This is an optimization exercise on Yosys and OpenROAD, whose aim is small area, a short achievable clock period and few clock cycles, not a production implementation. Only simulation tests tie the RTL to the original design; equivalence was not proved. Power figures rest on the tool's default switching activity, not on a simulated workload.

$ cat design/flow/run.sh
#!/bin/bash
# synth_recipe.tcl (not shown) runs the flow's synth.tcl, then flattens the netlist and writes it again
# the make line also repeats each setting of config.mk as NAME=value (left out here)
make -C /OpenROAD-flow-scripts/flow DESIGN_CONFIG=/design/flow/config.mk WORK_HOME=/design/flow/orfs CLKGATE_MAP_FILE= SYNTH_SCRIPT=/design/flow/synth_recipe.tcl finish
$ cat design/flow/config.mk
export PLATFORM = sky130hd
export DESIGN_NAME = ca_engine
export DESIGN_NICKNAME = ca_engine
export VERILOG_FILES = /design/flow/design.v
export SDC_FILE = /design/flow/constraint.sdc
export NUM_CORES = 4
export LEC_CHECK = 0
export CAP_MARGIN = 20
export CORE_MARGIN = 2
export CORE_UTILIZATION = 40
export PLACE_DENSITY = 0.6
export SETUP_SLACK_MARGIN = 2.3
export SLEW_MARGIN = 20
$ cat design/flow/constraint.sdc
create_clock -name core_clock -period 5.0 [get_ports {clk}]
set_input_delay 1.0000 -clock core_clock [delete_from_list [all_inputs] [get_ports {clk}]]
set_output_delay 1.0000 -clock core_clock [all_outputs]
set_load 0.01 [all_outputs]
$ cat design/flow/design.v
module ca_engine (
    input  wire        clk,
    input  wire        rst,         
    input  wire        cmd_valid,
    output wire        cmd_ready,
    input  wire [31:0] cmd,
    output reg         rsp_valid,
    output reg  [3:0]  rsp_err,
    output reg  [31:0] rsp_data
);
    localparam integer G    = 2;       
    localparam integer W    = 101;
    localparam integer CTR  = 50;
    localparam [8:0] TAG_PAR = 9'b111101010;
    localparam [7:0] OP_SETMODE = 8'h10;
    localparam [7:0] OP_SETNL   = 8'h11;
    localparam [7:0] OP_SETSL   = 8'h12;
    localparam [7:0] OP_SETRULE = 8'h13;
    localparam [7:0] OP_LENLO   = 8'h14;
    localparam [7:0] OP_LENHI   = 8'h15;
    localparam [7:0] OP_KEYCLR  = 8'h20;
    localparam [7:0] OP_KEYPUSH = 8'h21;
    localparam [7:0] OP_START   = 8'h30;
    localparam [7:0] OP_STEP    = 8'h31;
    localparam [7:0] OP_KSB     = 8'h32;
    localparam [7:0] OP_XORB    = 8'h33;
    localparam [7:0] OP_RDSTAT  = 8'h40;
    localparam [7:0] OP_RDCNT   = 8'h41;
    localparam [7:0] OP_RDLEN   = 8'h42;
    localparam [7:0] OP_RDCELL  = 8'h43;
    localparam [7:0] OP_RDKS    = 8'h44;
    localparam [7:0] OP_RDCFG   = 8'h45;
    localparam [7:0] OP_RDRULE  = 8'h46;
    localparam [7:0] OP_RDPARAM = 8'h47;
    localparam [7:0] OP_RESET   = 8'hF0;
    localparam [7:0] R_HOLD  = 8'hCC;      
    localparam [7:0] R_SHIFT = 8'hAA;      
    localparam [7:0] R_CLEAR = 8'h00;
    localparam [3:0] SEED_LAST = 4'd14;    
    localparam [3:0] GEN_CYC   = 8 / G;    
    reg [4*W-1:0] rows;         
    reg [255:0]   rules;        
    reg [15:0]    slen;         
    reg [2:0]     nlayers;
    reg           stream;
    reg [31:0]    len;
    reg [31:0]    keypar;       
    reg [5:0]     klen;
    reg           seeded;
    reg           ksvalid;
    reg [7:0]     acc;
    reg [7:0]     ksreg;
    reg [31:0]    outcnt;
    reg [2:0]     bitcnt;
    reg [5:0]     errs;         
    wire [7:0]  errs8  = {errs[5:2], 1'b0, errs[1:0], 1'b0};
    reg        ready_q;
    reg        v_q;
    reg [31:0] c_q;
    reg d_mode, d_nl, d_sl, d_rule, d_lenlo, d_lenhi, d_keyclr, d_cfg, d_push;
    reg d_start, d_step, d_gen8, d_xorb, d_rdstat, d_rdcnt, d_rdlen, d_rdks, d_rdcfg;
    reg d_param, d_cell, d_rrule, d_reset, d_ill, d_rng, d_multi;
    reg [3:0] lay1h;            
    reg [7:0] slot1h;           
    assign cmd_ready = ready_q;
    wire accept = cmd_valid & ready_q;
    wire [7:0] i_op  = cmd[31:24];
    wire i_r24 = ~|cmd[23:0];
    wire i_r8  = ~|cmd[23:8];
    wire i_r20 = ~|cmd[23:20];
    wire i_lay_bad = cmd[19] | cmd[18];
    wire i_k_setmode = (i_op == OP_SETMODE) & ~|cmd[23:4];
    wire i_k_setnl   = (i_op == OP_SETNL)   & i_r8;
    wire i_k_setsl   = (i_op == OP_SETSL)   & i_r20 & ~|cmd[15:5];
    wire i_k_setrule = (i_op == OP_SETRULE) & i_r20 & ~|cmd[15:12];
    wire i_k_lenlo   = (i_op == OP_LENLO)   & ~|cmd[23:16];
    wire i_k_lenhi   = (i_op == OP_LENHI)   & ~|cmd[23:16];
    wire i_k_keyclr  = (i_op == OP_KEYCLR)  & i_r24;
    wire i_k_keypush = (i_op == OP_KEYPUSH) & i_r8;
    wire i_k_start   = (i_op == OP_START)   & i_r24;
    wire i_k_step    = (i_op == OP_STEP)    & i_r24;
    wire i_k_ksb     = (i_op == OP_KSB)     & i_r24;
    wire i_k_xorb    = (i_op == OP_XORB)    & i_r8;
    wire i_k_rdstat  = (i_op == OP_RDSTAT)  & i_r24;
    wire i_k_rdcnt   = (i_op == OP_RDCNT)   & i_r24;
    wire i_k_rdlen   = (i_op == OP_RDLEN)   & i_r24;
    wire i_k_rdcell  = (i_op == OP_RDCELL)  & i_r20;
    wire i_k_rdks    = (i_op == OP_RDKS)    & i_r24;
    wire i_k_rdcfg   = (i_op == OP_RDCFG)   & i_r24;
    wire i_k_rdrule  = (i_op == OP_RDRULE)  & i_r20 & ~|cmd[15:12] & ~|cmd[7:0];
    wire i_k_rdparam = (i_op == OP_RDPARAM) & i_r8;
    wire i_k_reset   = (i_op == OP_RESET)   & i_r24;
    wire i_ill = ~(i_k_setmode | i_k_setnl | i_k_setsl | i_k_setrule | i_k_lenlo | i_k_lenhi |
                   i_k_keyclr | i_k_keypush | i_k_start | i_k_step | i_k_ksb | i_k_xorb |
                   i_k_rdstat | i_k_rdcnt | i_k_rdlen | i_k_rdcell | i_k_rdks | i_k_rdcfg |
                   i_k_rdrule | i_k_rdparam | i_k_reset);
    wire i_rng_mode  = |cmd[2:0];
    wire i_rng_nl    = cmd[7:0] > 8'd4;
    wire i_rng_sl    = i_lay_bad | (cmd[4:0] > 5'd8);
    wire i_rng_rule  = i_lay_bad | cmd[11];
    wire i_rng_cell  = i_lay_bad | (cmd[15:0] >= W);
    wire i_rng_param = cmd[7:0] > 8'd4;
    reg        idle_q;          
    reg [31:0] arule;           
    reg [31:0] arule2;          
    reg [11:0] rsa;             
    reg [11:0] rsb;             
    reg [3:0]  gen_cnt;         
    reg        gen_long;        
    reg        gen_more;        
    reg        ovl_gen;         
    reg        seed_last;       
    reg [11:0] rsv;             
    reg        cur_step;
    reg [7:0]  cur_x;
    reg        lag_v, lag_bc, lag_last, lag_step, ext1_q;
    reg [7:0]  lag_x;
    reg        sd;              
    reg [3:0]  seed_t;
    reg [5:0]  base_q;          
    reg [5:0]  end_q;           
    reg [47:0] pinit;           
    reg [4:0]  kw_idx;          
    reg        kw_v, kw_bit;
    reg        nz_q;            
    reg [47:0] ptr;
    reg [7:0]  inj_q;
    reg        rc_act;          
    reg [6:0]  rc_t;
    reg [6:0]  rc_idx;
    reg [1:0]  rc_lay;
    reg        rc_bit;
    reg        rr_act;          
    reg [1:0]  rr_lay;
    reg        bulk_q;          
    reg        zero_p;          
    reg        eq0_q;           
    reg        eqp1_q;          
    reg [31:0] outp1_q;         
    wire d_gen     = d_step | d_gen8;
    wire rc_last   = (rc_t == 7'd101);
    wire ovl_seed = sd & seed_last;
    wire ovl_ok   = v_q & d_gen & seeded & ((ovl_gen & ~eqp1_q) | (ovl_seed & ~eq0_q));
    wire consume_idle = v_q & idle_q;
    wire consume      = consume_idle | ovl_ok;
    wire gen_pass   = seeded & ~eq0_q & (d_step | (bitcnt == 3'd0));
    wire start_gen  = ovl_ok | (consume_idle & d_gen & gen_pass);
    wire start_seed = consume_idle & d_start;
    wire start_rc   = consume_idle & d_cell;
    wire start_rr   = consume_idle & d_rrule;
    wire soft_reset = consume_idle & d_reset;
    wire ok_push    = d_push & ~klen[5];
    wire idle_next = ~rst & ~bulk_q & (gen_cnt == 4'd0) & ~(sd & ~seed_last) &
                     ~(rc_act & ~rc_last) & ~(consume & d_multi);
    wire v_q_d     = ~rst & (accept | (v_q & ~consume));
    wire er_ovf   = d_push & klen[5];
    wire er_state = d_gen & ~seeded;
    wire er_done  = d_gen & seeded & eq0_q;
    wire er_align = d_gen8 & seeded & ~eq0_q & (bitcnt != 3'd0);
    wire [3:0] c_err = {1'b0,
                        er_ovf | er_state | er_done | er_align,
                        d_rng | er_done | er_align,
                        d_ill | er_state | er_align};
    reg [31:0] p_data;
    always @(*) begin
        case (c_q[2:0])
            3'd0:    p_data = 32'h43414531;
            3'd1:    p_data = W;
            3'd2:    p_data = 32'd4;
            3'd3:    p_data = 32'd8;
            default: p_data = 32'd32;
        endcase
    end
    wire [31:0] c_data =
        ({32{d_rdstat}} & {16'd0, errs8, 2'b00, bitcnt, ksvalid, seeded & eq0_q, seeded}) |
        ({32{d_rdcnt}}  & outcnt) |
        ({32{d_rdlen}}  & len) |
        ({32{d_rdks}}   & {7'd0, ksvalid, 5'd0, bitcnt, acc, ksreg}) |
        ({32{d_rdcfg}}  & {10'd0, klen, 3'd0, 2'b00, nlayers, 4'd0, stream, 3'b000}) |
        ({32{d_param}}  & p_data);
    wire resp_now = consume_idle & ~(d_gen & gen_pass) & ~d_cell & ~d_rrule;
    wire [3:0] lact = {nlayers == 3'd4, nlayers >= 3'd3, nlayers >= 3'd2, 1'b1};
    function [2:0] sinc;        
        input [2:0] x;
        input [3:0] n;
        integer k;
        begin
            sinc = 3'd0;
            for (k = 2; k <= 8; k = k + 1)
                if (n == k) sinc = (x + 1 >= k) ? 3'd0 : x + 3'd1;
        end
    endfunction
    function [2:0] sinc2;       
        input [2:0] x;
        input [3:0] n;
        integer k;
        begin
            sinc2 = 3'd0;
            for (k = 2; k <= 8; k = k + 1)
                if (n == k) sinc2 = (x + 2 >= 2 * k) ? x + 2 - 2 * k : (x + 2 >= k) ? x + 2 - k : x + 2;
        end
    endfunction
    reg  [7:0] grule [0:3];
    reg  [7:0] grule2[0:3];
    reg  [7:0] rdrule;
    integer l;
    always @(*) begin
        rdrule = 8'd0;
        for (l = 0; l < 4; l = l + 1) begin
            if (!lact[l]) begin
                grule[l]  = R_HOLD;
                grule2[l] = R_HOLD;
            end else if (nlayers == 3'd0 || slen[l*4 +: 4] == 4'd0) begin
                grule[l]  = 8'd30;
                grule2[l] = 8'd30;
            end else begin
                grule[l]  = rules[{l[1:0], rsa[l*3 +: 3]}*8 +: 8];
                grule2[l] = rules[{l[1:0], rsb[l*3 +: 3]}*8 +: 8];
            end
            if (rr_lay == l) rdrule = rules[{l[1:0], rsa[l*3 +: 3]}*8 +: 8];
        end
    end
    wire step_nx = start_gen ? d_step : cur_step;    
    wire ld_gen  = start_gen | gen_more;
    wire ld_seed = sd & ~seed_last & (seed_t != 4'd0);
    wire ld_rot  = start_rc | (rc_act & (rc_t < 7'd100));
    wire [63:0] ekey = {23'd0, keypar, TAG_PAR};
    function [5:0] pmod;
        input [6:0] x;
        input       st;
        input [5:0] kl;
        integer k;
        begin
            pmod = 6'd9;
            for (k = 0; k <= 32; k = k + 1) begin
                if (kl == k && !st && k > 0) pmod = 9 + x % k;
                if (kl == k && st)           pmod = x % (k + 9);
            end
        end
    endfunction
    function integer seg_top;
        input integer s;
        begin
            seg_top = (s == 7) ? 100 : 13 * s + 12;
        end
    endfunction
    function integer seg_of_top;       
        input integer i;
        integer s;
        begin
            seg_of_top = -1;
            for (s = 0; s < 8; s = s + 1)
                if (seg_top(s) == i) seg_of_top = s;
        end
    endfunction
    wire inj_on = sd & (seed_t > 4'd1);
    wire [4*W-1:0] mid;         
    wire [4*W-1:0] fin;         
    wire [4*W-1:0] rows_d;
    genvar gl, gi;
    generate
        for (gl = 0; gl < 4; gl = gl + 1) begin : LAY
            for (gi = 0; gi < W; gi = gi + 1) begin : MIDC
                wire [2:0] p = {rows[gl*W + ((gi + W - 1) % W)],
                                rows[gl*W + gi],
                                rows[gl*W + ((gi + 1) % W)]};
                assign mid[gl*W + gi] = arule[gl*8 + p];
            end
            for (gi = 0; gi < W; gi = gi + 1) begin : CELL
                if (G == 2) begin : TWO
                    wire [2:0] q = {mid[gl*W + ((gi + W - 1) % W)],
                                    mid[gl*W + gi],
                                    mid[gl*W + ((gi + 1) % W)]};
                    assign fin[gl*W + gi] = arule2[gl*8 + q];
                end else begin : ONE
                    assign fin[gl*W + gi] = mid[gl*W + gi];
                end
                if (seg_of_top(gi) >= 0) begin : TOP
                    assign rows_d[gl*W + gi] = inj_on ? (inj_q[seg_of_top(gi)] & lact[gl])
                                                      : fin[gl*W + gi];
                end else begin : MID
                    assign rows_d[gl*W + gi] = fin[gl*W + gi];
                end
            end
        end
    endgenerate
    wire ext  = rows[CTR] ^ rows[W + CTR] ^ rows[2*W + CTR] ^ rows[3*W + CTR];
    wire ext1 = mid[CTR] ^ mid[W + CTR] ^ mid[2*W + CTR] ^ mid[3*W + CTR];
    wire [7:0] acc_nx = (G == 1 || lag_step) ? {acc[6:0], ext} : {acc[5:0], ext1_q, ext};
    wire [3:0] bit_sum = {1'b0, bitcnt} + (cur_step ? 4'd1 : G);
    integer s;
    always @(posedge clk) begin
        rows <= rows_d;
        if (ready_q) begin
            c_q      <= cmd;
            d_mode   <= i_k_setmode & ~i_rng_mode;
            d_nl     <= i_k_setnl & ~i_rng_nl;
            d_sl     <= i_k_setsl & ~i_rng_sl;
            d_rule   <= i_k_setrule & ~i_rng_rule;
            d_lenlo  <= i_k_lenlo;
            d_lenhi  <= i_k_lenhi;
            d_keyclr <= i_k_keyclr;
            d_cfg    <= (i_k_setmode & ~i_rng_mode) | (i_k_setnl & ~i_rng_nl) |
                        (i_k_setsl & ~i_rng_sl) | (i_k_setrule & ~i_rng_rule) |
                        i_k_lenlo | i_k_lenhi | i_k_keyclr;
            d_push   <= i_k_keypush;
            d_start  <= i_k_start;
            d_step   <= i_k_step;
            d_gen8   <= i_k_ksb | i_k_xorb;
            d_xorb   <= i_k_xorb;
            d_rdstat <= i_k_rdstat;
            d_rdcnt  <= i_k_rdcnt;
            d_rdlen  <= i_k_rdlen;
            d_rdks   <= i_k_rdks;
            d_rdcfg  <= i_k_rdcfg;
            d_param  <= i_k_rdparam & ~i_rng_param;
            d_cell   <= i_k_rdcell & ~i_rng_cell;
            d_rrule  <= i_k_rdrule & ~i_rng_rule;
            d_reset  <= i_k_reset;
            d_ill    <= i_ill;
            d_rng    <= (i_k_setmode & i_rng_mode) | (i_k_setnl & i_rng_nl) |
                        (i_k_setsl & i_rng_sl) | ((i_k_setrule | i_k_rdrule) & i_rng_rule) |
                        (i_k_rdcell & i_rng_cell) | (i_k_rdparam & i_rng_param);
            lay1h    <= 4'd1 << cmd[17:16];
            slot1h   <= 8'd1 << cmd[10:8];
            d_multi  <= i_k_start | i_k_step | i_k_ksb | i_k_xorb | i_k_reset |
                        (i_k_rdcell & ~i_rng_cell) | (i_k_rdrule & ~i_rng_rule);
        end
        v_q     <= v_q_d;
        ready_q <= ~rst & (~v_q_d | idle_next);
        idle_q  <= idle_next;
        for (l = 0; l < 4; l = l + 1) begin
            if (bulk_q)
                arule[l*8 +: 8] <= R_CLEAR;
            else if (ld_gen)
                arule[l*8 +: 8] <= grule[l];
            else if (ld_seed)
                arule[l*8 +: 8] <= lact[l] ? R_SHIFT : R_CLEAR;
            else if (ld_rot)
                arule[l*8 +: 8] <= R_SHIFT;
            else
                arule[l*8 +: 8] <= R_HOLD;
            if (ld_gen & ~step_nx)
                arule2[l*8 +: 8] <= grule2[l];
            else
                arule2[l*8 +: 8] <= R_HOLD;
            if (ld_gen) begin
                if (G == 1) begin
                    rsa[l*3 +: 3] <= rsb[l*3 +: 3];
                    rsb[l*3 +: 3] <= sinc(rsb[l*3 +: 3], slen[l*4 +: 4]);
                end else if (step_nx) begin
                    rsa[l*3 +: 3] <= rsb[l*3 +: 3];
                    rsb[l*3 +: 3] <= sinc(rsb[l*3 +: 3], slen[l*4 +: 4]);
                end else begin
                    rsa[l*3 +: 3] <= sinc(rsb[l*3 +: 3], slen[l*4 +: 4]);
                    rsb[l*3 +: 3] <= sinc2(rsb[l*3 +: 3], slen[l*4 +: 4]);
                end
            end
        end
        if (gen_cnt != 4'd0) begin
            bitcnt <= bit_sum[2:0];
            if (bit_sum[3]) outcnt <= outp1_q;
        end
        outp1_q  <= outcnt + 32'd1;
        lag_v    <= ~rst & (gen_cnt != 4'd0);
        lag_bc   <= bit_sum[3];
        lag_last <= (gen_cnt == 4'd1);
        lag_step <= cur_step;
        lag_x    <= cur_x;
        ext1_q   <= ext1;
        gen_more <= ~rst & (start_gen ? ~d_step : (gen_cnt > 4'd2));
        ovl_gen  <= ~rst & (gen_cnt == 4'd2) & gen_long;
        seed_last <= ~rst & sd & ~seed_last & (seed_t == SEED_LAST - 4'd1);
        if (rst)
            gen_cnt <= 4'd0;
        else if (start_gen)
            gen_cnt <= d_step ? 4'd1 : GEN_CYC;
        else if (gen_cnt != 4'd0)
            gen_cnt <= gen_cnt - 4'd1;
        if (start_gen) begin
            gen_long <= ~d_step;
            cur_step <= d_step;
            cur_x    <= d_xorb ? c_q[7:0] : 8'd0;
        end
        if (lag_v) begin
            acc <= acc_nx;
            if (lag_bc) begin
                ksreg   <= acc_nx;
                ksvalid <= 1'b1;
            end
        end
        if (rst)
            sd <= 1'b0;
        else if (start_seed)
            sd <= 1'b1;
        else if (seed_last)
            sd <= 1'b0;
        pinit <= {pmod(7'd88, stream, klen), pmod(7'd78, stream, klen),
                  pmod(7'd65, stream, klen), pmod(7'd52, stream, klen),
                  pmod(7'd39, stream, klen), pmod(7'd26, stream, klen),
                  pmod(7'd13, stream, klen), stream ? 6'd0 : 6'd9};
        if (start_seed) begin
            seed_t <= 4'd0;
            base_q <= stream ? 6'd0 : 6'd9;
            end_q  <= klen + 6'd9;
            nz_q   <= stream | (klen != 6'd0);
        end else if (sd) begin
            seed_t <= seed_t + 4'd1;
            if (seed_t == 4'd0)
                ptr <= pinit;
            for (s = 0; s < 8; s = s + 1) begin
                if (seed_t != 4'd0)
                    ptr[s*6 +: 6] <= (ptr[s*6 +: 6] + 6'd1 == end_q) ? base_q : ptr[s*6 +: 6] + 6'd1;
                inj_q[s] <= nz_q ? ekey[ptr[s*6 +: 6]] : ((s == 3) && (seed_t == 4'd12));
            end
        end
        if (rst)
            rc_act <= 1'b0;
        else if (start_rc)
            rc_act <= 1'b1;
        else if (rc_last)
            rc_act <= 1'b0;
        if (start_rc) begin
            rc_t   <= 7'd0;
            rc_idx <= c_q[6:0];
            rc_lay <= c_q[17:16];
        end else if (rc_act) begin
            rc_t <= rc_t + 7'd1;
            if (rc_t == rc_idx) rc_bit <= rows[rc_lay*W];
        end
        rr_act <= ~rst & start_rr;
        if (start_rr) begin
            rr_lay <= c_q[17:16];
            rsv    <= rsa;
            rsa    <= {4{c_q[10:8]}};
        end
        if (rr_act)
            rsa <= rsv;
        bulk_q <= rst | soft_reset;
        zero_p <= bulk_q;
        if (consume_idle & d_lenlo)
            eq0_q <= ({len[31:16], c_q[15:0]} == outcnt);
        else if (consume_idle & d_lenhi)
            eq0_q <= ({c_q[15:0], len[15:0]} == outcnt);
        else
            eq0_q <= (len == outcnt);
        eqp1_q <= (len == outp1_q);
        kw_v   <= consume_idle & ok_push;
        kw_idx <= klen[4:0];
        kw_bit <= c_q[0];
        if (kw_v) keypar[kw_idx] <= kw_bit;
        if (consume_idle) begin
            if (d_cfg | ok_push) seeded <= 1'b0;
            if (d_mode)   stream <= c_q[3];
            if (d_nl)     nlayers <= c_q[2:0];
            for (l = 0; l < 4; l = l + 1) begin
                if (d_sl & lay1h[l]) slen[l*4 +: 4] <= c_q[3:0];
                for (s = 0; s < 8; s = s + 1)
                    if (d_rule & lay1h[l] & slot1h[s]) rules[(l*8+s)*8 +: 8] <= c_q[7:0];
            end
            if (d_lenlo)  len[15:0]  <= c_q[15:0];
            if (d_lenhi)  len[31:16] <= c_q[15:0];
            if (d_keyclr) klen <= 6'd0;
            if (ok_push)  klen <= klen + 6'd1;
            if (d_start) begin
                seeded  <= 1'b1;
                outcnt  <= 32'd0;
                bitcnt  <= 3'd0;
                acc     <= 8'd0;
                ksreg   <= 8'd0;
                ksvalid <= 1'b0;
                for (l = 0; l < 4; l = l + 1) begin
                    rsa[l*3 +: 3] <= 3'd0;
                    rsb[l*3 +: 3] <= sinc(3'd0, slen[l*4 +: 4]);
                end
            end
            if (d_ill)    errs[0] <= 1'b1;
            if (d_rng)    errs[1] <= 1'b1;
            if (er_ovf)   errs[2] <= 1'b1;
            if (er_state) errs[3] <= 1'b1;
            if (er_done)  errs[4] <= 1'b1;
            if (er_align) errs[5] <= 1'b1;
        end
        rsp_valid <= ~rst & (resp_now | (lag_v & lag_last) | rr_act | (rc_act & rc_last));
        if (lag_v & lag_last) begin
            rsp_err  <= 4'd0;
            rsp_data <= lag_step ? {30'd0, lag_bc, ext} : {24'd0, acc_nx ^ lag_x};
        end else if (rr_act) begin
            rsp_err  <= 4'd0;
            rsp_data <= {19'd0, 1'b0, slen[rr_lay*4 +: 4], rdrule};
        end else if (rc_act) begin
            rsp_err  <= 4'd0;
            rsp_data <= {31'd0, rc_bit};
        end else begin
            rsp_err  <= c_err;
            rsp_data <= c_data;
        end
        if (bulk_q) begin
            stream  <= 1'b0;
            nlayers <= 3'd0;
            slen    <= 16'd0;
            for (s = 0; s < 32; s = s + 1)
                rules[s*8 +: 8] <= 8'd30;
            len     <= 32'd0;
            klen    <= 6'd0;
            seeded  <= 1'b0;
            ksvalid <= 1'b0;
            acc     <= 8'd0;
            ksreg   <= 8'd0;
            outcnt  <= 32'd0;
            bitcnt  <= 3'd0;
            errs    <= 6'd0;
            gen_cnt <= 4'd0;
            sd      <= 1'b0;
            rc_act  <= 1'b0;
            rr_act  <= 1'b0;
        end
    end
endmodule
==> results.json, run 1 <==
{
  "ys.flop_type": "dfxtp_1",
  "gp_congestion": 0.943,
  "vias_per_cell": 6.73,
  "grt_max_degree": 187,
  "dp_hpwl_mm": 212,
  "start_kind": "register",
  "synth_edf_count": 184,
  "hold_viol": 0,
  "die_h_um": 526,
  "reg2reg_slack_ns": 2.21,
  "yosysSeqAreaShare_pct": 23.9,
  "syn_inst": 10497,
  "fin_skew_ns": 0.0491,
  "grt_pass1_vias": 86899,
  "fillers": 24732,
  "crit_arrival_ns": 3.42,
  "powerDensity_nw_per_um2": 240,
  "grtUsageTotal_pct": 24.6,
  "syn_area_per_cell_um2": 10.4,
  "antenna_left": 0,
  "tightestPinTransition_ns": 1.17,
  "p_sw_share_pct": 32.3,
  "worstPathRequired_ns": 5.63,
  "holdCritStartpoint": "cur_x[0]$_SDFFCE_PN0P_",
  "slew_viol_final": 0,
  "cts_tree": "done",
  "path_clk_slew_ns": 0.06,
  "seq_area_um2": 26300,
  "worstSetupEndpointType": "register",
  "dieArea_um2": 276000,
  "synthArstFlopShare_pct": 0,
  "clock-sinks": 1207,
  "antenna_found_initial": 20,
  "hp-class": "register to register",
  "r2r-start": "rsa[10]$_DFF_P_",
  "grt_pass1_wl_mm": 543,
  "p_clk_share_pct": 39.9,
  "synth_cell_type_count": 119,
  "reg2reg_to": "rsp_data[0]$_DFF_P_",
  "pwr-share-comb_pct": 20.6,
  "num-nets-final": 9686,
  "maxCapViolations": 0,
  "drt-total-wl_mm": 358,
  "ff2ff_path_depth": 4,
  "leakagePower_uw": 0.0436,
  "finalCritPeriodShare_pct": 55.8,
  "area_growth_syn_to_layout_pct": 9.78,
  "drive_above_1_share_pct": 32.5,
  "io_pins": 73,
  "rows": 191,
  "root_buffer": "clkbuf_16",
  "drc": 0,
  "p_int_uw": 19400,
  "synth_area_um2": 109000,
  "setup_violations": 0,
  "htreeDepth": 4,
  "max-clock-path-buffers": 3,
  "setup_tns_ns": 0,
  "vias": 89204,
  "power.sequential.fraction_pct": 39.6,
  "power.switching_uw": 9270,
  "status": "finished clean",
  "wire_per_inst_um": 27.0,
  "coreArea_um2": 271000,
  "fmax_mhz": 358,
  "multi_input_area_um2": 78700,
  "grt_overflow_total": 0,
  "initial_core_util_pct": 40.2,
  "synth_warnings": 3,
  "die_w_um": 526,
  "relSlewSlack_pct": 21.9,
  "path_class": "register to register",
  "crit_fanout": 14,
  "finalNonFillerCells": 13257,
  "holdPathStages": 0,
  "min_period_ns": 2.79,
  "ys_ff_latch": 1207,
  "irDropWorstVdd_mv": 0.392,
  "dp.cells": 12777,
  "clock_latency_ns": 0.85,
  "syn_nets": 10624,
  "firstDrtPassIters": 7,
  "drt-initial-drc-count": 10294,
  "rsz0062_at_grt": "yes",
  "holdPathEnd": "lag_x[0]$_DFF_P_",
  "numCtsBuffers": 150,
  "port_buffers": 71
}
[cell families after synthesis]
group | after synthesis | share of synthesized area, %
multiplexers | 2965 | 45.1
AND/OR/NAND/NOR | 2214 | 9.72
AO/OA/AOI/OAI | 2119 | 12.2
buffers and inverters | 1676 | 6.13
flip-flops | 1207 | 23.9
XOR/XNOR | 223 | 1.79
adder cells (fa/ha/maj) | 92 | 1.12
other | 1 | 0.00344
[critical path, cell delays in order (launching register included)]
cell and delay, ns:
dfxtp_2 0.64, mux4_2 0.57, mux2i_1 0.60, mux4_2 0.51, o221ai_1 0.28
[power by group through the flow]
| stage | sequential, uW | clock [uW] | combinational [uW] |
|---|---|---|---|
| 2_1_floorplan | 10700 | 0 | 4550 |
| 3_3_place_gp | 11600 | 0 | 5040 |
| 3_5_place_dp | 11600 | 0 | 5160 |
| 4_1_cts | 11400 | 11600 | 5430 |
| 5_1_grt | 11400 | 12000 | 6310 |
| 6_report | 11300 | 11400 | 5900 |
[state kept, by name, indices dropped and copies added (netlist names), 12 cells and up]
signal    count
rows        404
rules       256
ptr          48
pinit        42
arule2       32
arule        32
keypar       32
len          32
outcnt       32
outp1_q      32
rsp_data     32
c_q          18
slen         16
rsa          12
rsb          12
rsv          12
[through the flow]
step	setup slack, ns	hold slack, ns	util [%]	power [uW]	area (um^2)
final	2.21	0.338	44.1	28700	120000
after global routing	2.25	0.351	44.1	29700	119000
after floorplan	2.05	0.323	-	15200	109000
after global placement	1.19	0.327	40.4	16600	110000
after detailed placement	1.20	0.327	40.5	16800	110000
after CTS	2.11	0.338	43.3	28400	117000
[how the worst max path moves through the flow]
stage / startpoint / depth (start not counted) / to / slack [ns]
2_1_floorplan: cmd[13] / 6 / d_ill$_DFFE_PP_ / 2.05
3_3_place_gp: cmd[9] / 7 / d_cfg$_DFFE_PP_ / 1.19
3_5_place_dp: cmd[9] / 7 / d_cfg$_DFFE_PP_ / 1.20
4_1_cts: d_rule$_DFFE_PP_ / 4 / rules[18]$_SDFFE_PP1P_ / 2.11
5_1_grt: klen[1]$_SDFFE_PP0P_ / 11 / pinit[43]$_SDFF_PP1_ / 2.25
6_report: rsa[10]$_DFF_P_ / 4 / rsp_data[0]$_DFF_P_ / 2.21
[area by class of cell]
type	count	area share [%]
multi-input combinational	7615	65.8
timing repair buffer	446	3.65
inverter	139	0.483
clock inverter	59	0.660
clock buffer	216	3.60
antenna	5	0.0105
sequential	1207	22.0
tap	3570	3.74
[synth_stat cells, types with 42 or more instances]
library cell	n	area (um^2)
nand2b_1	56	350
and2_1	48	300
mux2_2	485	5460
mux2i_2	158	2170
a211o_1	139	1220
nor2_1	583	2190
nand2_1	755	2830
a31oi_1	66	413
a21oi_1	660	3300
mux4_2	1359	30600
edfxtp_1	184	5530
nor2b_1	222	1390
inv_1	123	462
nor3_1	97	485
o31ai_1	58	435
ha_1	83	1040
nand4_1	42	263
o21ai_0	441	2210
xor2_1	98	858
nand3_1	149	746
xnor2_1	125	1090
a211oi_1	204	1530
o211ai_1	110	826
mux2i_4	94	2120
clkbuf_1	1247	4680
buf_2	197	986
o21ai_1	105	526
mux2i_1	857	8580
buf_1	58	218
dfxtp_1	1023	20500
[cells in the final DEF (no fill, tap or decap), types with 34 or more instances in the layout]
master and n:
xor2_1 97, a31oi_1 61, nor4_1 34, nand2b_1 54
mux4_2 1359, nor2_1 530, nand2_1 743, mux2i_4 220
a21oi_1 650, nand4_1 42, o211ai_1 110, and2_1 44
clkbuf_1 43, mux2i_2 94, and3_1 38, dfxtp_4 77
clkbuf_16 159, o21ai_1 106, inv_1 118, dlygate4sd2_1 39
nand3_1 145, nor2b_1 218, a211o_1 139, ha_1 68
o31ai_1 54, buf_4 293, edfxtp_1 184, dfxtp_1 930
buf_12 50, a211oi_1 198, o21ai_0 432, xnor2_1 124
mux2i_1 795, nor3_1 84, mux2_2 485, a22oi_1 40
[timing repair]
item	4_1_cts	5_1_grt
resized for setup	399	225
gates cloned	1	3
hold buffers	0	0
pin swaps	19	30
setup endpoints to repair	730	469
buffers inserted	88	106
[metal layers]
metal / part of all wire [%] / global-route usage, %
met1: 41 / 33.9
met2: 46 / 38.0
met3: 9.5 / 4.85
met4: 3.8 / 9.31
met5: 0.034 / 0
Testbench counts, summed over its fixed seeds: cycles 7,700.
==> run 2: changes to the inputs <==
--- a/design/flow/design.v
+++ b/design/flow/design.v
@@ -9,5 +9,5 @@
     output reg  [31:0] rsp_data
 );
-    localparam integer G    = 2;       
+    localparam integer G    = 1;       
     localparam integer W    = 101;
     localparam integer CTR  = 50;
--- a/design/flow/config.mk
+++ b/design/flow/config.mk
@@ -10,4 +10,4 @@
 export CORE_UTILIZATION = 40
 export PLACE_DENSITY = 0.6
-export SETUP_SLACK_MARGIN = 2.3
+export SETUP_SLACK_MARGIN = 2.6
 export SLEW_MARGIN = 20
==> results.json, run 2 <==
{
  "gp_congestion": 0.967,
  "synth.most_common_cell": "dfxtp_1",
  "root_buffer": "clkbuf_16",
  "area_growth_syn_to_layout_pct": 15.4,
  "antenna_left": 0,
  "max-clock-path-buffers": 3,
  "totalPowerFinal_uw": 22300,
  "hold_viol": 0,
  "die_w_um": 435,
  "powerDensity_nw_per_um2": 261,
  "power.sequential.fraction_pct": 45.7,
  "port_buffers": 71,
  "grt_pass1_vias": 56254,
  "fmax_mhz": 385,
  "relSlewSlack_pct": 24.4,
  "fin_ws_ns": 2.41,
  "die_h_um": 435,
  "ys_ff_latch": 1174,
  "wire_per_inst_um": 26.4,
  "synth_warnings": 3,
  "vias_per_cell": 6.47,
  "drive_above_1_share_pct": 37.3,
  "fillers": 16824,
  "holdPathEnd": "lag_x[6]$_DFF_P_",
  "final_util_pct": 46.3,
  "syn_inst": 6612,
  "num-nets-final": 6513,
  "worstSetupEndpointType": "register",
  "pre_cts_ws_ns": 1.27,
  "path_clk_slew_ns": 0.07,
  "grt_max_degree": 106,
  "p_clk_share_pct": 46.7,
  "tightestPinTransition_ns": 1.13,
  "antenna_found_initial": 21,
  "fin_skew_ns": 0.0581,
  "synth_edf_count": 185,
  "pwr-share-comb_pct": 7.6,
  "holdCritStartpoint": "cur_x[6]$_SDFFCE_PN0P_",
  "ys_top_cells_by_area": "mux4_2, dfxtp_1, edfxtp_1",
  "initial_core_util_pct": 40.1,
  "syn_nets": 6696,
  "setup_violations": 0,
  "reg2reg_slack_ns": 2.41,
  "r2r-start": "klen[1]$_SDFFE_PP0P_",
  "power.switching_uw": 5970,
  "holdPathStages": 0,
  "yosysSeqAreaShare_pct": 34.1,
  "largest_reg_flops": 404,
  "min_period_ns": 2.59,
  "ys.flop_type": "dfxtp_1",
  "firstDrtPassIters": 9,
  "finalNonFillerCells": 9045,
  "cts_tree": "done",
  "worstPathRequired_ns": 5.69,
  "grt_pass1_wl_mm": 357,
  "synthArstFlopShare_pct": 0,
  "synth_top_area_share_pct": 28.8,
  "slew_viol_final": 0,
  "irDropWorstVdd_mv": 0.375,
  "ys_top_cells_by_count": "dfxtp_1, mux4_2, clkbuf_1",
  "hp-class": "register to register",
  "syn_area_per_cell_um2": 11.2,
  "maxCapViolations": 0,
  "htreeDepth": 4,
  "io_pins": 73,
  "grt_overflow_total": 0,
  "dp.cells": 8503,
  "vias": 58535,
  "crit_arrival_ns": 3.29,
  "setup_tns_ns": 0,
  "p_sw_share_pct": 26.7,
  "yosys.area.top_type": "mux4_2",
  "drt-initial-drc-count": 6589,
  "ff2ff_path_depth": 11,
  "layout_commonest_cell": "mux4_2",
  "grtUsageTotal_pct": 24.1,
  "synth_cell_type_count": 101,
  "crit_fanout": 6,
  "finalCritPeriodShare_pct": 51.9,
  "dp_hpwl_mm": 146,
  "start_kind": "register",
  "drc": 0,
  "leakagePower_uw": 0.0294,
  "coreArea_um2": 185000,
  "clock-sinks": 1174,
  "reg2reg_to": "pinit[45]$_SDFF_PP0_",
  "rsz0062_at_grt": "yes",
  "top_regs": "rows (404), rules (256), ptr (48)",
  "dieArea_um2": 189000,
  "final_cell_mix": "mux4_2, dfxtp_1, nand2_1",
  "rows": 158,
  "numCtsBuffers": 139,
  "p_int_uw": 16400,
  "status": "finished clean",
  "regMostFlops": "rows",
  "cts-hold-fix-buffers": 0,
  "path_class": "register to register",
  "clock_latency_ns": 0.82,
  "synth_area_um2": 74300,
  "drt-total-wl_mm": 239
}
==> run 2: cell count changes in the layout (fill, tap and decap cells not counted), moves of 66 or more <==
cell	delta
a211oi_1	-173
a21oi_1	-294
inv_1	-66
mux2_2	-93
mux2i_1	-667
mux2i_2	-84
mux2i_4	-214
mux4_2	-410
nand2_1	-254
nor2_1	-260
o211ai_1	-73
o21ai_0	-126
o21ai_1	-88
==> run 2: area by class of cell <==
type	instances	area, um^2	share of cell area, %
clock buffers	194	3960	4.62
flip-flops and latches	1174	25500	29.7
inverters	64	278	0.324
multi-input cells	4574	47700	55.7
well taps	2480	3100	3.62
diodes	23	57.6	0.0672
repair buffers	476	4340	5.07
clock inverters	60	734	0.857
==> run 2: metrics by stage <==
stage | hold WS, ns | area (um^2)
after global placement | 0.324 | 76200
after CTS | 0.344 | 83700
after detailed placement | 0.329 | 76200
after floorplan | 0.323 | 74300
final | 0.344 | 85700
after global routing | 0.349 | 85700
==> run 2: power groups by stage <==
stage	logic, uW	clock network, uW	registers, uW
final	1700	10400	10200
after global routing	1800	11000	10200
after CTS	1640	10600	10200
after detailed placement	1590	0	10400
after global placement	1570	0	10400
after floorplan	1320	0	10100
==> run 2: worst max-delay path by stage <==
| stage | from | end | depth (start not counted) |
|---|---|---|---|
| after floorplan | cmd[29] | d_cfg$_DFFE_PP_ | 7 |
| after global placement | cmd[9] | d_ill$_DFFE_PP_ | 7 |
| after detailed placement | cmd[5] | d_rng$_DFFE_PP_ | 7 |
| after CTS | v_q$_DFF_P_ | outcnt[25]$_SDFF_PP0_ | 6 |
| after global routing | klen[3]$_SDFFE_PP0P_ | pinit[42]$_SDFF_PP0_ | 8 |
| final | klen[1]$_SDFFE_PP0P_ | pinit[45]$_SDFF_PP0_ | 11 |
==> run 2: repair_timing <==
action	in CTS	in global routing
setup endpoints to repair	559	375
gates cloned	5	6
gates resized for setup	520	239
pin swaps	62	86
setup buffers	136	118
==> run 2: routing by layer <==
metal | vias to the layer above | routed length [um] | global-route usage [%]
met5 | - | 39 | 0
met4 | 6 | 12400 | 11.8
met3 | 625 | 18400 | 4.28
met2 | 2800 | 115000 | 38.5
met1 | 29990 | 93100 | 31.5
li1 | 25114 | - | -
==> run 2: worst max-delay path: stages, from the launching register on <==
cell      delay [ns]
dfxtp_4         0.40
buf_12          0.11
ha_4            0.20
buf_4           0.15
nor2_4          0.03
buf_6           0.11
clkbuf_4        0.18
buf_4           0.15
o21ai_1         0.44
o21ai_0         0.18
o211ai_1        0.43
nand2_1         0.10
==> run 2: logic make-up (layout without fill, tap and decap cells) <==
| group | after synthesis | count (layout) | share of synthesized area, % |
|---|---|---|---|
| other cells | 1 | 24 | 0.00505 |
| fa+ha+maj | 50 | 50 | 0.839 |
| buf+inv | 868 | 794 | 4.47 |
| compound gates | 1255 | 1255 | 10.8 |
| flops | 1174 | 1174 | 34.1 |
| simple gates | 1558 | 1562 | 10.4 |
| mux | 1486 | 1486 | 36.7 |
| xor+xnor | 220 | 220 | 2.74 |
Testbench counts of run 2, summed over its fixed seeds: cycles 13,528.
==> run 3: changes to the inputs <==
--- a/design/flow/design.v
+++ b/design/flow/design.v
@@ -9,5 +9,5 @@
     output reg  [31:0] rsp_data
 );
-    localparam integer G    = 1;       
+    localparam integer G    = 2;       
     localparam integer W    = 101;
     localparam integer CTR  = 50;
@@ -120,5 +120,5 @@
     reg [5:0]  base_q;          
     reg [5:0]  end_q;           
-    reg [47:0] pinit;           
+    reg [5:0]  kl_q;            
     reg [4:0]  kw_idx;          
     reg        kw_v, kw_bit;
@@ -137,5 +137,4 @@
     reg        eq0_q;           
     reg        eqp1_q;          
-    reg [31:0] outp1_q;         
     wire d_gen     = d_step | d_gen8;
     wire rc_last   = (rc_t == 7'd101);
@@ -288,4 +287,8 @@
     wire ext1 = mid[CTR] ^ mid[W + CTR] ^ mid[2*W + CTR] ^ mid[3*W + CTR];
     wire [7:0] acc_nx = (G == 1 || lag_step) ? {acc[6:0], ext} : {acc[5:0], ext1_q, ext};
+    wire eq_lo     = (len[15:0]  == outcnt[15:0]);
+    wire eq_hi     = (len[31:16] == outcnt[31:16]);
+    wire eq_lo_imm = (c_q[15:0]  == outcnt[15:0]);
+    wire eq_hi_imm = (c_q[15:0]  == outcnt[31:16]);
     wire [3:0] bit_sum = {1'b0, bitcnt} + (cur_step ? 4'd1 : G);
     integer s;
@@ -360,7 +363,6 @@
         if (gen_cnt != 4'd0) begin
             bitcnt <= bit_sum[2:0];
-            if (bit_sum[3]) outcnt <= outp1_q;
+            if (bit_sum[3]) outcnt <= outcnt + 32'd1;
         end
-        outp1_q  <= outcnt + 32'd1;
         lag_v    <= ~rst & (gen_cnt != 4'd0);
         lag_bc   <= bit_sum[3];
@@ -396,17 +398,17 @@
         else if (seed_last)
             sd <= 1'b0;
-        pinit <= {pmod(7'd88, stream, klen), pmod(7'd78, stream, klen),
-                  pmod(7'd65, stream, klen), pmod(7'd52, stream, klen),
-                  pmod(7'd39, stream, klen), pmod(7'd26, stream, klen),
-                  pmod(7'd13, stream, klen), stream ? 6'd0 : 6'd9};
         if (start_seed) begin
             seed_t <= 4'd0;
             base_q <= stream ? 6'd0 : 6'd9;
             end_q  <= klen + 6'd9;
+            kl_q   <= klen;
             nz_q   <= stream | (klen != 6'd0);
         end else if (sd) begin
             seed_t <= seed_t + 4'd1;
             if (seed_t == 4'd0)
-                ptr <= pinit;
+                ptr <= {pmod(7'd88, stream, kl_q), pmod(7'd78, stream, kl_q),
+                        pmod(7'd65, stream, kl_q), pmod(7'd52, stream, kl_q),
+                        pmod(7'd39, stream, kl_q), pmod(7'd26, stream, kl_q),
+                        pmod(7'd13, stream, kl_q), base_q};
             for (s = 0; s < 8; s = s + 1) begin
                 if (seed_t != 4'd0)
@@ -439,11 +441,7 @@
         bulk_q <= rst | soft_reset;
         zero_p <= bulk_q;
-        if (consume_idle & d_lenlo)
-            eq0_q <= ({len[31:16], c_q[15:0]} == outcnt);
-        else if (consume_idle & d_lenhi)
-            eq0_q <= ({c_q[15:0], len[15:0]} == outcnt);
-        else
-            eq0_q <= (len == outcnt);
-        eqp1_q <= (len == outp1_q);
+        eq0_q  <= ((consume_idle & d_lenlo) ? eq_lo_imm : eq_lo) &
+                  ((consume_idle & d_lenhi) ? eq_hi_imm : eq_hi);
+        eqp1_q <= (len == outcnt + 32'd1);
         kw_v   <= consume_idle & ok_push;
         kw_idx <= klen[4:0];
--- a/design/flow/config.mk
+++ b/design/flow/config.mk
@@ -8,6 +8,8 @@
 export CAP_MARGIN = 20
 export CORE_MARGIN = 2
-export CORE_UTILIZATION = 40
-export PLACE_DENSITY = 0.6
-export SETUP_SLACK_MARGIN = 2.6
+export CORE_UTILIZATION = 55
+export CTS_CLUSTER_DIAMETER = 200
+export CTS_CLUSTER_SIZE = 20
+export PLACE_DENSITY = 0.7
+export SETUP_SLACK_MARGIN = 2.45
 export SLEW_MARGIN = 20
==> results.json, run 3 <==
{
  "regMostFlops": "rows",
  "io_pins": 73,
  "yosys.area.top_type": "mux4_2",
  "synth_edf_count": 190,
  "slew_viol_final": 0,
  "layout_commonest_cell": "mux4_2",
  "rows": 160,
  "dp.cells": 11642,
  "min_period_ns": 2.66,
  "ys_top_cells_by_count": "clkbuf_1, mux4_2, mux2i_1",
  "fillers": 15117,
  "port_buffers": 71,
  "irDropWorstVdd_mv": 0.239,
  "path_common_cell": "o21ai_0",
  "worstPathRequired_ns": 5.58,
  "final_cell_mix": "mux4_2, dfxtp_1, mux2i_1",
  "vias": 90622,
  "top_regs": "rows (404), rules (256), ptr (48)",
  "synth_warnings": 3,
  "synth_cell_type_count": 101,
  "firstDrtPassIters": 9,
  "relSlewSlack_pct": 19.0,
  "antenna_left": 0,
  "num-nets-final": 9773,
  "crit_slowest_cell": "nor3_1",
  "crit_chain": "buf_6 > buf_16 > nor3_1 > o21ai_1 > o221ai_1 > a22oi_2 > o21ai_0 > nand2_1 > o21ai_0",
  "antenna_found_initial": 22,
  "holdCritStartpoint": "cur_x[7]$_SDFFCE_PN0P_",
  "yosysSeqAreaShare_pct": 23.4,
  "grt_overflow_total": 0,
  "path_clk_slew_ns": 0.12,
  "drive_above_1_share_pct": 33.3,
  "cts_tree": "done",
  "finalNonFillerCells": 12208,
  "gp_congestion": 0.970,
  "totalPowerFinal_uw": 23600,
  "dp_hpwl_mm": 200,
  "synth.most_common_cell": "clkbuf_1",
  "synth_top_area_share_pct": 28.1,
  "max-clock-path-buffers": 3,
  "ys_top_cells_by_area": "mux4_2, dfxtp_1, mux2i_1",
  "syn_inst": 10443,
  "grt_pass1_vias": 86803,
  "numCtsBuffers": 66,
  "setup_violations": 0,
  "crit_fanout": 17,
  "fin_ws_ns": 2.34,
  "ys_ff_latch": 1139,
  "syn_area_per_cell_um2": 10.1,
  "powerDensity_nw_per_um2": 204,
  "syn_nets": 10568,
  "crit_arrival_ns": 3.23,
  "htreeDepth": 3,
  "crit_start": "kl_q[1]$_DFFE_PP_",
  "die_h_um": 442,
  "clock-sinks": 1139,
  "grt_pass1_wl_mm": 525,
  "grtUsageTotal_pct": 33.4,
  "hold_viol": 0,
  "cts-hold-fix-buffers": 0,
  "tightestPinTransition_ns": 1.22,
  "initial_core_util_pct": 55.5,
  "synth_area_um2": 106000,
  "wire_per_inst_um": 28.6,
  "fin_skew_ns": 0.0363,
  "clock_latency_ns": 0.76,
  "drt-initial-drc-count": 12383,
  "rsz0062_at_grt": "yes",
  "crit_path_max_incr_delay_ns": 0.59,
  "coreArea_um2": 191000,
  "synthArstFlopShare_pct": 0,
  "timing.hold.ws_ns": 0.347,
  "drc": 0,
  "finalCritPeriodShare_pct": 53.1,
  "path_class": "register to register",
  "drt-total-wl_mm": 350,
  "largest_reg_flops": 404,
  "ys.flop_type": "dfxtp_1",
  "maxCapViolations": 0,
  "r2r-start": "kl_q[1]$_DFFE_PP_",
  "area_growth_syn_to_layout_pct": 9.47,
  "vias_per_cell": 7.42,
  "status": "finished clean",
  "root_buffer": "clkbuf_16",
  "hp-class": "register to register",
  "start_kind": "register",
  "grt_max_degree": 127,
  "leakagePower_uw": 0.0427,
  "pre_cts_ws_ns": 1.40,
  "worstSetupEndpointType": "register",
  "fmax_mhz": 377,
  "dieArea_um2": 196000,
  "die_w_um": 442,
  "setup_tns_ns": 0
}
[run 3: path summary, 6_finish.rpt]
path / depth (start not counted) / slack, ns / endpoint
setup / recovery: 9 / 2.34 / ptr[26]$_DFFE_PP_
hold / removal: 0 / 0.35 / lag_x[7]$_DFF_P_
setup reg to reg: 9 / 2.34 / ptr[26]$_DFFE_PP_
hold reg to reg: 0 / 0.35 / lag_x[7]$_DFF_P_
[run 3: where the power goes]
group | internal [uW] | switching [uW] | total (uW)
Combinational | 3020 | 3780 | 6800
Clock | 2560 | 3660 | 6220
Sequential | 9690 | 888 | 10600
[run 3: critical path: cells and delay by family, from the launching register on]
family	cells	cell delay (ns)
flip-flops	1	0.40
buffers and inverters	2	0.35
AND/OR/NAND/NOR	2	0.70
AO/OA/AOI/OAI	5	1.01
[run 3: per-layer routing]
metal,GRT usage (%),vias up,wire length [um]
met5,0,-,109
met4,16.3,18,19200
met3,6.41,1098,39700
met2,51.9,6214,160000
met1,45.0,45173,131000
li1,-,38119,-
[run 3: cell families (layout without fill, tap and decap cells)]
| logic type | Yosys count | after routing | share of synthesized area [%] |
|---|---|---|---|
| fa+ha+maj | 91 | 91 | 1.14 |
| buf+inv | 1744 | 983 | 6.45 |
| xor+xnor | 226 | 226 | 1.89 |
| mux | 2942 | 2944 | 45.0 |
| simple gates | 2108 | 2111 | 9.32 |
| flops | 1139 | 1139 | 23.4 |
| other cells | 1 | 11 | 0.00355 |
| compound gates | 2192 | 2192 | 12.8 |
[run 3: metrics by stage]
| step | instance area, um^2 | utilization, % |
|---|---|---|
| finish | 116000 | 60.7 |
| global route | 116000 | 60.7 |
| detailed placement | 105000 | 55.3 |
| floorplan | 106000 | - |
| CTS | 112000 | 58.8 |
| global placement | 105000 | 55.2 |
[run 3: repair_timing]
item                       4_1_cts  5_1_grt
setup endpoints to repair      942      446
pin swaps                       33       52
setup buffers                  205      232
gates resized for setup        553      312
gates cloned                     3        9
[run 3: final cells by class]
class / count / area [um^2] / share of cell area [%]
multi-input combinational: 7565 / 77800 / 67.2
sequential: 1139 / 25100 / 21.7
timing repair buffer: 714 / 7140 / 6.17
tap: 2511 / 3140 / 2.72
clock buffer: 101 / 1800 / 1.56
inverter: 162 / 681 / 0.588
clock inverter: 6 / 115 / 0.0995
antenna: 10 / 25.0 / 0.0216
Testbench counts of run 3, summed over its fixed seeds: cycles 7,700.
==> run 4: changes to the inputs <==
--- a/design/flow/design.v
+++ b/design/flow/design.v
@@ -37,5 +37,5 @@
     localparam [7:0] R_SHIFT = 8'hAA;      
     localparam [7:0] R_CLEAR = 8'h00;
-    localparam [3:0] SEED_LAST = 4'd14;    
+    localparam [3:0] SEED_LAST = 4'd13;    
     localparam [3:0] GEN_CYC   = 8 / G;    
     reg [4*W-1:0] rows;         
@@ -120,5 +120,5 @@
     reg [5:0]  base_q;          
     reg [5:0]  end_q;           
-    reg [5:0]  kl_q;            
+    reg [31:0] outp1_q;         
     reg [4:0]  kw_idx;          
     reg        kw_v, kw_bit;
@@ -222,5 +222,5 @@
     wire step_nx = start_gen ? d_step : cur_step;    
     wire ld_gen  = start_gen | gen_more;
-    wire ld_seed = sd & ~seed_last & (seed_t != 4'd0);
+    wire ld_seed = sd & ~seed_last;
     wire ld_rot  = start_rc | (rc_act & (rc_t < 7'd100));
     wire [63:0] ekey = {23'd0, keypar, TAG_PAR};
@@ -253,5 +253,5 @@
         end
     endfunction
-    wire inj_on = sd & (seed_t > 4'd1);
+    wire inj_on = sd & (seed_t != 4'd0);
     wire [4*W-1:0] mid;         
     wire [4*W-1:0] fin;         
@@ -402,17 +402,14 @@
             base_q <= stream ? 6'd0 : 6'd9;
             end_q  <= klen + 6'd9;
-            kl_q   <= klen;
+            ptr    <= {pmod(7'd88, stream, klen), pmod(7'd78, stream, klen),
+                       pmod(7'd65, stream, klen), pmod(7'd52, stream, klen),
+                       pmod(7'd39, stream, klen), pmod(7'd26, stream, klen),
+                       pmod(7'd13, stream, klen), stream ? 6'd0 : 6'd9};
             nz_q   <= stream | (klen != 6'd0);
         end else if (sd) begin
             seed_t <= seed_t + 4'd1;
-            if (seed_t == 4'd0)
-                ptr <= {pmod(7'd88, stream, kl_q), pmod(7'd78, stream, kl_q),
-                        pmod(7'd65, stream, kl_q), pmod(7'd52, stream, kl_q),
-                        pmod(7'd39, stream, kl_q), pmod(7'd26, stream, kl_q),
-                        pmod(7'd13, stream, kl_q), base_q};
             for (s = 0; s < 8; s = s + 1) begin
-                if (seed_t != 4'd0)
-                    ptr[s*6 +: 6] <= (ptr[s*6 +: 6] + 6'd1 == end_q) ? base_q : ptr[s*6 +: 6] + 6'd1;
-                inj_q[s] <= nz_q ? ekey[ptr[s*6 +: 6]] : ((s == 3) && (seed_t == 4'd12));
+                ptr[s*6 +: 6] <= (ptr[s*6 +: 6] + 6'd1 == end_q) ? base_q : ptr[s*6 +: 6] + 6'd1;
+                inj_q[s] <= nz_q ? ekey[ptr[s*6 +: 6]] : ((s == 3) && (seed_t == 4'd11));
             end
         end
@@ -443,5 +440,6 @@
         eq0_q  <= ((consume_idle & d_lenlo) ? eq_lo_imm : eq_lo) &
                   ((consume_idle & d_lenhi) ? eq_hi_imm : eq_hi);
-        eqp1_q <= (len == outcnt + 32'd1);
+        outp1_q <= outcnt + 32'd1;
+        eqp1_q <= (len == outp1_q);
         kw_v   <= consume_idle & ok_push;
         kw_idx <= klen[4:0];
==> results.json, run 4 <==
{
  "status": "finished clean",
  "r2r-start": "klen[0]$_SDFFE_PP0P_",
  "area_growth_syn_to_layout_pct": 11.9,
  "die_w_um": 448,
  "fin_skew_ns": 0.0453,
  "largest_reg_flops": 404,
  "ys_top_cells_by_count": "mux4_2, clkbuf_1, dfxtp_1",
  "numCtsBuffers": 68,
  "coreArea_um2": 197000,
  "wl_met3_mm": 47.6,
  "vias": 95857,
  "syn_area_per_cell_um2": 10.1,
  "cts-hold-fix-buffers": 0,
  "port_buffers": 71,
  "num-nets-final": 10276,
  "wire_per_inst_um": 30.5,
  "grtUsageTotal_pct": 37.0,
  "synth_xor_area_share_pct": 2.07,
  "grt_pass1_wl_mm": 577,
  "cp-endpoint": "ptr[25]$_DFFE_PP_",
  "root_buffer": "clkbuf_16",
  "synth_simple_gate_area_share_pct": 10.3,
  "fmax_mhz": 355,
  "yosysSeqAreaShare_pct": 23.2,
  "hp-class": "register to register",
  "synthArstFlopShare_pct": 0,
  "path_class": "register to register",
  "grt_pass1_vias": 89895,
  "top_regs": "rows (404), rules (256), ptr (48)",
  "ys_top_cells_by_area": "mux4_2, dfxtp_1, mux2i_1",
  "setup_tns_ns": 0,
  "firstDrtPassIters": 9,
  "syn_nets": 10844,
  "synth_area_um2": 109000,
  "rsz0062_at_grt": "yes",
  "reg2reg_to": "ptr[25]$_DFFE_PP_",
  "drt-total-wl_mm": 391,
  "synth_edf_count": 184,
  "vias_per_cell": 7.47,
  "min_period_ns": 2.82,
  "clock-sinks": 1165,
  "finalCritPeriodShare_pct": 56.3,
  "wl_met2_mm": 176,
  "start_kind": "register",
  "ff2ff_path_depth": 9,
  "synth_top_area_share_pct": 26.1,
  "worstSetupEndpointType": "register",
  "antenna_found_initial": 15,
  "crit_chain": "inv_4 > ha_4 > buf_8 > nor2_4 > nor3_1 > o21ai_0 > a21oi_1 > o21ai_0 > a211o_1",
  "synth.mux.area_fraction_pct": 43.0,
  "synth_cell_type_count": 125,
  "drt-initial-drc-count": 13838,
  "syn_inst": 10718,
  "die_h_um": 448,
  "crit_slowest_cell": "nor3_1",
  "synth.most_common_cell": "mux4_2",
  "maxCapViolations": 0,
  "ys.flop_type": "dfxtp_1",
  "clock_latency_ns": 0.77,
  "ys_ff_latch": 1165,
  "top_layer": "met5",
  "synth_warnings": 3,
  "hold_viol": 0,
  "synth_top_family_by_area": "multiplexers",
  "synth_compound_area_share_pct": 13.8,
  "totalPowerFinal_uw": 24600,
  "dp_hpwl_mm": 228,
  "layout_commonest_cell": "mux4_2",
  "final_cell_mix": "mux4_2, dfxtp_1, a21oi_1",
  "drive_above_1_share_pct": 35.3,
  "path_common_cell": "o21ai_0",
  "drc": 0,
  "tightestPinTransition_ns": 1.09,
  "crit_start": "klen[0]$_SDFFE_PP0P_",
  "wl_met1_mm": 146,
  "dieArea_um2": 201000,
  "regMostFlops": "rows",
  "rows": 163,
  "initial_core_util_pct": 55.2,
  "synthAdderAreaFrac_pct": 1.11,
  "crit_fanout": 8,
  "io_pins": 73,
  "worstPathRequired_ns": 5.52,
  "powerDensity_nw_per_um2": 203,
  "htreeDepth": 3,
  "grt_overflow_total": 0,
  "cts_tree": "done",
  "reg2reg_slack_ns": 2.18,
  "path_clk_slew_ns": 0.10,
  "crit_arrival_ns": 3.34,
  "crit_path_max_incr_delay_ns": 0.63,
  "yosys.area.top_type": "mux4_2",
  "gp_congestion": 1.01,
  "antenna_left": 0,
  "max-clock-path-buffers": 3,
  "setup_violations": 0,
  "grt_max_degree": 175,
  "slew_viol_final": 0,
  "irDropWorstVdd_mv": 0.347,
  "holdPathStages": 0,
  "leakagePower_uw": 0.0445,
  "relSlewSlack_pct": 27.4
}
## run 4: changes by cell type in the layout (fill, tap and decap cells not counted), sizes merged, moves of 55 or more
cell / previous run / this run
buf: 633 / 861
mux2: 502 / 443
mux2i: 1100 / 990
nand2: 617 / 700
o211ai: 113 / 168
xor2: 72 / 128
## run 4: how the worst min path moves through the flow
stage,from,to,slack (ns)
2_1_floorplan,cur_x[0]$_SDFFCE_PN0P_,lag_x[0]$_DFF_P_,0.32
3_3_place_gp,cur_x[6]$_SDFFCE_PN0P_,lag_x[6]$_DFF_P_,0.32
3_5_place_dp,cur_x[7]$_SDFFCE_PN0P_,lag_x[7]$_DFF_P_,0.33
4_1_cts,cur_x[5]$_SDFFCE_PN0P_,lag_x[5]$_DFF_P_,0.35
5_1_grt,cur_x[7]$_SDFFCE_PN0P_,lag_x[7]$_DFF_P_,0.35
6_report,cur_x[7]$_SDFFCE_PN0P_,lag_x[7]$_DFF_P_,0.35
## run 4: power by group
group	internal [uW]	leakage [uW]	total, uW	switching [uW]
Clock	2660	0.000953	6370	3710
Combinational	3370	0.0340	7270	3890
Sequential	9900	0.00962	11000	1090
## run 4: area by class of cell
| class | count | area, um^2 |
|---|---|---|
| multi-input combinational | 7839 | 80800 |
| fill | 15367 | 75300 |
| sequential | 1165 | 25500 |
| timing repair buffer | 946 | 9360 |
| tap | 2640 | 3300 |
| clock buffer | 104 | 1880 |
| inverter | 130 | 577 |
| clock inverter | 6 | 111 |
| antenna | 8 | 20.0 |
## run 4: metal layers
layer | up-vias | GRT usage (%)
met4 | 14 | 17.1
met2 | 7075 | 56.7
met1 | 47640 | 50.6
met5 | - | 0
met3 | 1365 | 7.42
li1 | 39763 | -
## run 4: worst max-delay path: cells and delay by family, from the launching register on
kind	cells	cell delay [ns]
AND/OR/NAND/NOR	2	0.73
buffers and inverters	2	0.28
AO/OA/AOI/OAI	4	0.97
adder cells (fa/ha/maj)	1	0.24
flip-flops	1	0.39
## run 4: what timing repair did
action,CTS,global route
cloned,6,6
setup endpoints to repair,901,515
gates resized for setup,748,360
setup buffers,342,266
pin swaps,93,96
## run 4: kinds of logic after synthesis
kind of cell	count (synthesis)
compound gates	2388
buf+inv	1717
xor+xnor	254
mux	2755
other cells	1
fa+ha+maj	91
simple gates	2347
flops	1165
## run 4: per-stage QoR
stage                     hold WS, ns  setup WS [ns]  cell area (um^2)  std cells  util [%]
after floorplan                 0.323           2.39            109000      10718         -
after global placement          0.323           1.08            108000      12098      54.9
after detailed placement        0.328           1.18            108000      12100      55.0
after CTS                       0.349           2.22            117000      12558      59.4
after global routing            0.353           2.20            122000      12834      61.7
final                           0.348           2.18            122000      12838      61.7
Testbench counts of run 4, summed over its fixed seeds: cycles 7,660.

separate check: timing with driven ports:
The results above use ideal ports. As a check the final layouts listed here were re-extracted and re-timed, cells and wires unchanged.
Step 1, drivers: a clkbuf_16 drives clk and a buf_2 each remaining input, both assumed.
Step 2 times the ports against the registers' clock, not the clock port: input delays grow and output delays shrink by t, the midpoint of the rising clock arrivals with the driver on.
Three values: ideal, step 1, step 2; two values: the first two.
run | t, ns | setup WS [ns] | hold slack, ns | worst setup path at the end | worst data-port slew with drivers (ns)
run 1 | 0.918 | 2.208 / 2.208 / 1.500 | 0.338 / 0.338 / 0.338 | input to register | 0.06
run 2 | 0.889 | 2.405 / 2.405 / 1.680 | 0.344 / 0.344 / 0.344 | input to register | 0.22
run 3 | 0.820 | 2.345 / 2.345 / 1.648 | 0.347 / 0.347 / 0.347 | input to register | 0.23
run 4 | 0.830 | 2.183 / 2.183 / 1.754 | 0.348 / 0.348 / 0.348 | input to register | 0.18
After both steps setup and hold are still met in every run listed. The setup slack of run 2, which loses most, moves by 0.000 ns with the drivers and by -0.725 ns with both steps.
